This is an optimization exercise on Yosys and OpenROAD, whose aim is small area, a short achievable clock period and few clock cycles per item, not a production implementation.
In this exercise RTL edits were held to simulation tests only and were not proved equivalent to the original.
No driver is modelled on the clock port, so clocking that relies on it looks cheaper here than on a real chip.
Power figures rest on the tool's default switching activity, not on a simulated workload.

==> flow/design.v <==
module ebus_crc8_table (
    input  wire [7:0] index,
    output reg  [7:0] entry
);
  integer k;
  always @(*) begin
    entry = index;
    for (k = 0; k < 8; k = k + 1)
      entry = entry[7] ? ((entry << 1) ^ 8'h9B) : (entry << 1);
  end
endmodule
module ebus_deframer (
    input  wire       clk,
    input  wire       rst,
    input  wire       raw_valid,     
    input  wire [7:0] raw_byte,
    output reg        log_valid,     
    output reg  [7:0] log_byte,
    output reg        log_syn,       
    output reg        log_zero,      
    output reg        log_nack,      
    output reg        log_gt16,      
    output reg        evt_valid,     
    output reg        evt_frm,       
    output reg        evt_sts,       
    output reg  [5:0] evt_a_lo,      
    output reg  [7:0] evt_b
);
  reg       pend_valid;
  reg [5:0] pend;
  wire       b7   = raw_byte[7];
  wire       b6   = raw_byte[6];
  wire       cmd1 = (pend[5:2] == 4'd1);
  wire [7:0] x;
  assign x[5:0] = raw_byte[5:0];
  assign x[7:6] = (pend_valid & b7) ? {pend[1] ^ (pend[0] & b6), pend[0] ^ b6}
                                    : raw_byte[7:6];
  always @(posedge clk) begin
    if (rst) begin
      pend_valid <= 1'b0;
      log_valid  <= 1'b0;
      evt_valid  <= 1'b0;
      evt_b      <= 8'h00;
    end else begin
      if (raw_valid) pend_valid <= ~pend_valid & b7 & b6;
      log_valid <= raw_valid & (pend_valid ? (~b7 | cmd1) : ~(b7 & b6));
      evt_valid <= raw_valid & pend_valid & (~b7 | ~cmd1);
      evt_b     <= x;
    end
  end
  always @(posedge clk) begin
    if (!pend_valid) pend <= raw_byte[5:0];
    log_byte <= x;
    log_syn  <= (x == 8'hAA);
    log_zero <= (x == 8'h00);
    log_nack <= (x == 8'hFF);
    log_gt16 <= (x > 8'h10);
    evt_frm  <= ~b7;
    evt_sts  <= b7;
    evt_a_lo <= b7 ? {2'b00, pend[5:2]} : pend;
  end
endmodule
module ebus_telegram_fsm (
    input  wire         clk,
    input  wire         rst,
    input  wire         in_valid,      
    input  wire [7:0]   in_byte,
    input  wire         in_syn,        
    input  wire         in_zero,       
    input  wire         in_nack,       
    input  wire         in_gt16,       
    output reg          emit,
    output reg  [7:0]   req_src,
    output reg  [7:0]   req_dest,
    output reg  [7:0]   req_cmd_hi,
    output reg  [7:0]   req_cmd_lo,
    output reg  [4:0]   req_len,
    output wire [127:0] req_payload,
    output reg  [7:0]   req_crc,       
    output reg          has_rsp_o,     
    output reg  [4:0]   rsp_len,
    output wire [127:0] rsp_payload,
    output reg  [7:0]   rsp_crc,       
    output reg          evt_valid,
    output reg  [2:0]   evt_code,
    output reg          evt_rsp,
    output reg  [7:0]   evt_a,
    output reg  [7:0]   evt_b
);
  localparam [7:0] BROADCAST = 8'hFE;
  reg s_syn, s_src, s_dest, s_cmdh, s_cmdl, s_len, s_data, s_crc, s_ack, s_rsp;
  reg [7:0] r_pl [0:15];
  reg [7:0] p_pl [0:15];
  reg [3:0] idx;           
  reg       last;          
  reg       has_rsp;       
  reg       bcast;
  genvar gi;
  generate
    for (gi = 0; gi < 16; gi = gi + 1) begin : g_pl
      assign req_payload[8*gi +: 8] = r_pl[gi];
      assign rsp_payload[8*gi +: 8] = p_pl[gi];
    end
  endgenerate
  wire [7:0] crc_act = has_rsp ? rsp_crc : req_crc;
  wire [7:0] crc_tab;
  ebus_crc8_table u_crc_table (.index(crc_act), .entry(crc_tab));
  wire [7:0] crc_next = crc_tab ^ in_byte;
  wire       crc_eq   = (in_byte == crc_act);
  wire [4:0] act_len  = has_rsp ? rsp_len : req_len;
  wire [4:0] idx_inc  = {1'b0, idx} + 5'd1;
  wire [4:0] idx_inc2 = {1'b0, idx} + 5'd2;
  wire       len_one  = (in_byte[4:0] == 5'd1);
  always @(posedge clk) begin
    evt_b       <= in_byte;
    evt_a       <= s_crc ? crc_act : in_byte;
    evt_rsp     <= s_rsp | has_rsp;
    evt_code[2] <= s_crc | s_ack;
    evt_code[1] <= s_len | s_rsp;
    evt_code[0] <= ~s_crc;
  end
  integer i;
  always @(posedge clk) begin
    for (i = 0; i < 16; i = i + 1) begin
      if (in_valid && s_data && idx == i[3:0]) begin
        if (has_rsp) p_pl[i] <= in_byte;
        else         r_pl[i] <= in_byte;
      end
    end
  end
  always @(posedge clk) begin
    if (in_valid) begin
      if (s_src && !in_syn) begin
        req_src <= in_byte;
        req_crc <= in_byte;
        has_rsp <= 1'b0;
      end
      if (s_dest) begin
        req_dest <= in_byte;
        req_crc  <= crc_next;
        bcast    <= (in_byte == BROADCAST);
      end
      if (s_cmdh) begin
        req_cmd_hi <= in_byte;
        req_crc    <= crc_next;
      end
      if (s_cmdl) begin
        req_cmd_lo <= in_byte;
        req_crc    <= crc_next;
      end
      if (s_len && !in_gt16) begin
        req_len   <= in_byte[4:0];
        req_crc   <= crc_next;
        idx       <= 4'd0;
        last      <= len_one;
        has_rsp_o <= 1'b0;
      end
      if (s_data) begin
        if (has_rsp) rsp_crc <= crc_next;
        else         req_crc <= crc_next;
        idx  <= idx_inc[3:0];
        last <= (idx_inc2 == act_len);
      end
      if (s_rsp && !in_syn && !in_gt16) begin
        rsp_len   <= in_byte[4:0];
        rsp_crc   <= in_byte;
        has_rsp   <= 1'b1;
        has_rsp_o <= 1'b1;
        idx       <= 4'd0;
        last      <= len_one;
      end
    end
  end
  always @(posedge clk) begin
    if (rst) begin
      s_syn     <= 1'b1;
      s_src     <= 1'b0;
      s_dest    <= 1'b0;
      s_cmdh    <= 1'b0;
      s_cmdl    <= 1'b0;
      s_len     <= 1'b0;
      s_data    <= 1'b0;
      s_crc     <= 1'b0;
      s_ack     <= 1'b0;
      s_rsp     <= 1'b0;
      emit      <= 1'b0;
      evt_valid <= 1'b0;
    end else begin
      emit      <= in_valid & ((s_ack & in_zero & has_rsp) |
                               (s_ack & in_syn & bcast) |
                               (s_rsp & in_syn));
      evt_valid <= in_valid & ((s_len & in_gt16) |
                               (s_crc & ~crc_eq) |
                               (s_ack & ~in_zero & ~in_nack & ~in_syn) |
                               (s_rsp & ~in_syn & in_gt16));
      if (in_valid) begin
        s_syn  <= (s_syn & ~in_syn) |
                  (s_len & in_gt16) |
                  (s_crc & ~crc_eq) |
                  (s_ack & ~in_syn & ~(in_zero & ~has_rsp)) |
                  (s_rsp & (in_syn | in_gt16));
        s_src  <= ((s_syn | s_src | s_ack) & in_syn);
        s_dest <= s_src & ~in_syn;
        s_cmdh <= s_dest;
        s_cmdl <= s_cmdh;
        s_len  <= s_cmdl;
        s_data <= ((s_len | s_rsp) & ~in_syn & ~in_gt16 & ~in_zero) |
                  (s_data & ~last);
        s_crc  <= ((s_len | s_rsp) & in_zero) |
                  (s_data & last);
        s_ack  <= s_crc & crc_eq;
        s_rsp  <= s_ack & in_zero & ~has_rsp;
      end
    end
  end
endmodule
module ebus_decoder (
    input  wire         clk,
    input  wire         rst,
    input  wire         in_valid,
    input  wire [7:0]   in_data,
    output wire         in_ready,
    output wire         tel_valid,
    output wire [7:0]   tel_src,
    output wire [7:0]   tel_dest,
    output wire [7:0]   tel_cmd_hi,
    output wire [7:0]   tel_cmd_lo,
    output wire [4:0]   tel_len,
    output wire [127:0] tel_payload,
    output wire [7:0]   tel_crc,
    output wire         tel_has_rsp,
    output wire [4:0]   tel_rsp_len,
    output wire [127:0] tel_rsp_payload,
    output wire [7:0]   tel_rsp_crc,
    output wire         dfr_evt_valid,
    output wire [3:0]   dfr_evt_code,
    output wire [7:0]   dfr_evt_a,
    output wire [7:0]   dfr_evt_b,
    output wire         fsm_evt_valid,
    output wire [3:0]   fsm_evt_code,
    output wire         fsm_evt_rsp,
    output wire [7:0]   fsm_evt_a,
    output wire [7:0]   fsm_evt_b
);
  assign in_ready = 1'b1;
  wire       log_valid;
  wire [7:0] log_byte;
  wire       log_syn, log_zero, log_nack, log_gt16;
  wire       dfr_frm, dfr_sts;
  wire [5:0] dfr_a_lo;
  ebus_deframer u_deframer (
      .clk      (clk),
      .rst      (rst),
      .raw_valid(in_valid),
      .raw_byte (in_data),
      .log_valid(log_valid),
      .log_byte (log_byte),
      .log_syn  (log_syn),
      .log_zero (log_zero),
      .log_nack (log_nack),
      .log_gt16 (log_gt16),
      .evt_valid(dfr_evt_valid),
      .evt_frm  (dfr_frm),
      .evt_sts  (dfr_sts),
      .evt_a_lo (dfr_a_lo),
      .evt_b    (dfr_evt_b)
  );
  assign dfr_evt_code = {2'b00, dfr_sts, dfr_frm};
  assign dfr_evt_a    = {dfr_frm, dfr_frm, dfr_a_lo};
  wire [2:0] evt_code;
  ebus_telegram_fsm u_fsm (
      .clk        (clk),
      .rst        (rst),
      .in_valid   (log_valid),
      .in_byte    (log_byte),
      .in_syn     (log_syn),
      .in_zero    (log_zero),
      .in_nack    (log_nack),
      .in_gt16    (log_gt16),
      .emit       (tel_valid),
      .req_src    (tel_src),
      .req_dest   (tel_dest),
      .req_cmd_hi (tel_cmd_hi),
      .req_cmd_lo (tel_cmd_lo),
      .req_len    (tel_len),
      .req_payload(tel_payload),
      .req_crc    (tel_crc),
      .has_rsp_o  (tel_has_rsp),
      .rsp_len    (tel_rsp_len),
      .rsp_payload(tel_rsp_payload),
      .rsp_crc    (tel_rsp_crc),
      .evt_valid  (fsm_evt_valid),
      .evt_code   (evt_code),
      .evt_rsp    (fsm_evt_rsp),
      .evt_a      (fsm_evt_a),
      .evt_b      (fsm_evt_b)
  );
  assign fsm_evt_code = {1'b0, evt_code};
endmodule
Settings: LEC_CHECK=0, CAP_MARGIN=20, CORE_MARGIN=2, CORE_UTILIZATION=40, CTS_CLUSTER_DIAMETER=80, CTS_CLUSTER_SIZE=30, SETUP_SLACK_MARGIN=2.9, SLEW_MARGIN=20; clock period 5.0 ns.
standard.sh (not shown) runs the stock make flow with config.mk's settings and CLKGATE_MAP_FILE= SYNTH_SCRIPT=/design/flow/synth_recipe.tcl, a recipe that flattens the netlist after the stock synthesis.
==> flow/flow/run.sh <==
#!/bin/bash
# Standard ORFS layout (the standard.sh, standard synthesis unchanged),
# except that the port buffers are the smallest buffer, buf_1, instead of
# the cell buffer_ports picks by default.
set -euo pipefail
export BUFFER_PORTS_ARGS="-buffer_cell sky130_fd_sc_hd__buf_1"
bash standard.sh finish > standard_flow.log 2>&1
The starting point completed without violations.
Testbench counts at the start, summed over its fixed seeds: cycles 13,828, bytes 13,812.
Rerun with:
Settings changed: CORE_UTILIZATION 40 to 70, CTS_CLUSTER_DIAMETER 80 to default, CTS_CLUSTER_SIZE 30 to default.
=>
- clock-buffer cell count increases by 28
- cell count went down by 11%
- worst hold slack is better by 18 ps
- die area is lower by 42%
- fmax fell by 7.0%
- setup slack gets worse by 170 ps
- power increases by 19%
- critical path depth does not change
- non-clock buffer count increases by 5
- core utilization rose by 39 points
Rerun with:
Settings changed: CORE_UTILIZATION 70 to 40, SETUP_SLACK_MARGIN 2.9 to 3.0.
Result:
- setup slack is better by 150 ps
- worst hold slack is about the same
- global-route usage decreases by 16 points
- utilization decreases by 35 points
- final area increases by a few percent
Rerun with:
--- a/flow/flow/run.sh
+++ b/flow/flow/run.sh
@@ -3,2 +3,4 @@
-# except that the port buffers are the smallest buffer, buf_1, instead of
-# the cell buffer_ports picks by default.
+# except that:
+#  - the port buffers are buf_1 instead of the cell buffer_ports picks;
+#  - after CTS the clock tree's root buffer is removed, so the clock port
+#    drives the tree's first-level buffers (2 to 4 of them) directly.
@@ -6,0 +9 @@
+export PRE_CTS_TCL="$PWD/flow/prects.tcl"
==> flow/flow/prects.tcl (new file) <==
# Run before CTS: after clock_tree_synthesis, drop the tree's root buffer
# so that the clock port drives the first-level tree buffers directly.
source [file join [file dirname [info script]] rmroot.tcl]
rename clock_tree_synthesis my_orig_clock_tree_synthesis
proc clock_tree_synthesis {args} {
  my_orig_clock_tree_synthesis {*}$args
  my_remove_clock_root
}
==> flow/flow/rmroot.tcl (new file) <==
proc my_remove_clock_root {} {
  set blk [ord::get_db_block]
  foreach inst [$blk getInsts] {
    set m [[$inst getMaster] getName]
    if {![string match "sky130_fd_sc_hd__clkbuf_*" $m]} continue
    set a [$inst findITerm A]
    set inet [$a getNet]
    if {$inet eq "NULL" || [$inet getName] ne "clk"} continue
    set onet [[$inst findITerm X] getNet]
    set loads {}
    foreach it [$onet getITerms] {
      if {[$it getInst] ne $inst} { lappend loads $it }
    }
    if {[llength $loads] > 4 || [llength [$inet getITerms]] != 1} {
      puts "my_remove_clock_root: keeping [$inst getName] ([llength $loads] loads)"
      continue
    }
    foreach it $loads { $it disconnect; $it connect $inet }
    puts "my_remove_clock_root: removed [$inst getName], port now drives [llength $loads] buffers"
    odb::dbInst_destroy $inst
    odb::dbNet_destroy $onet
  }
}
Settings changed: CTS_CLUSTER_DIAMETER from default to 80, CTS_CLUSTER_SIZE from default to 30, SETUP_SLACK_MARGIN 3.0 to 2.9.
Effect: The new run produced a clean layout; worst setup slack improves by 65 ps; non-clock buffer count is lower by 25; global-route usage is lower by 0.28 points; maximum frequency is higher by 3.0%; wire length is lower by 1.6%; clock power is lower by 44%.
Rerun with:
==> flow/flow/run.sh (replaced) <==
#!/bin/bash
# Standard ORFS layout (the standard.sh, standard synthesis unchanged),
# except that the port buffers are the smallest buffer, buf_1, instead of
# the cell buffer_ports picks by default.
set -euo pipefail
export BUFFER_PORTS_ARGS="-buffer_cell sky130_fd_sc_hd__buf_1"
bash standard.sh finish > standard_flow.log 2>&1
Settings changed: SETUP_SLACK_MARGIN 2.9 to 2.8.
removed: flow/flow/prects.tcl
removed: flow/flow/rmroot.tcl
The changed run ran to the end with no violations. Wire length went up by 0.71%. Utilization is about the same. Global-route usage climbs by 0.14 points. Setup slack got worse by 57 ps. Worst hold slack gets better by 4.5 ps. Maximum frequency drops by 2.6%.

==> what the ideal ports hide <==
Ports are ideal in the flow. The routed layouts listed here were re-timed in OpenROAD.
Step 1: set_driving_cell puts a clkbuf_16 on clk and a buf_2 on each other input, an assumption about the parent block.
Step 2, shift: input delay + t, output delay - t, t = (earliest + latest rising clock arrival at the registers) / 2. This alone moves slack from input paths to output paths.
Three values: ideal ports, drivers, drivers and shift; two values: the first two.
| run | t (ns) | setup WS [ns] | clock arrival spread, ns |
|---|---|---|---|
| the first run | 0.569 | 2.809 / 2.762 / 2.506 | 0.020 / 0.020 |
| the second run | 0.581 | 2.643 / 2.597 / 2.542 | 0.035 / 0.036 |
| the third run | 0.577 | 2.798 / 2.750 / 2.589 | 0.027 / 0.028 |
| the fourth run | 0.449 | 2.863 / 2.814 / 2.637 | 0.022 / 0.022 |
| the fifth run | 0.570 | 2.806 / 2.759 / 2.484 | 0.023 / 0.022 |
After both steps setup and hold are still met in every run listed. The setup slack of the fifth run, which loses most, moves by -0.047 ns with the drivers and by -0.322 ns with both steps.
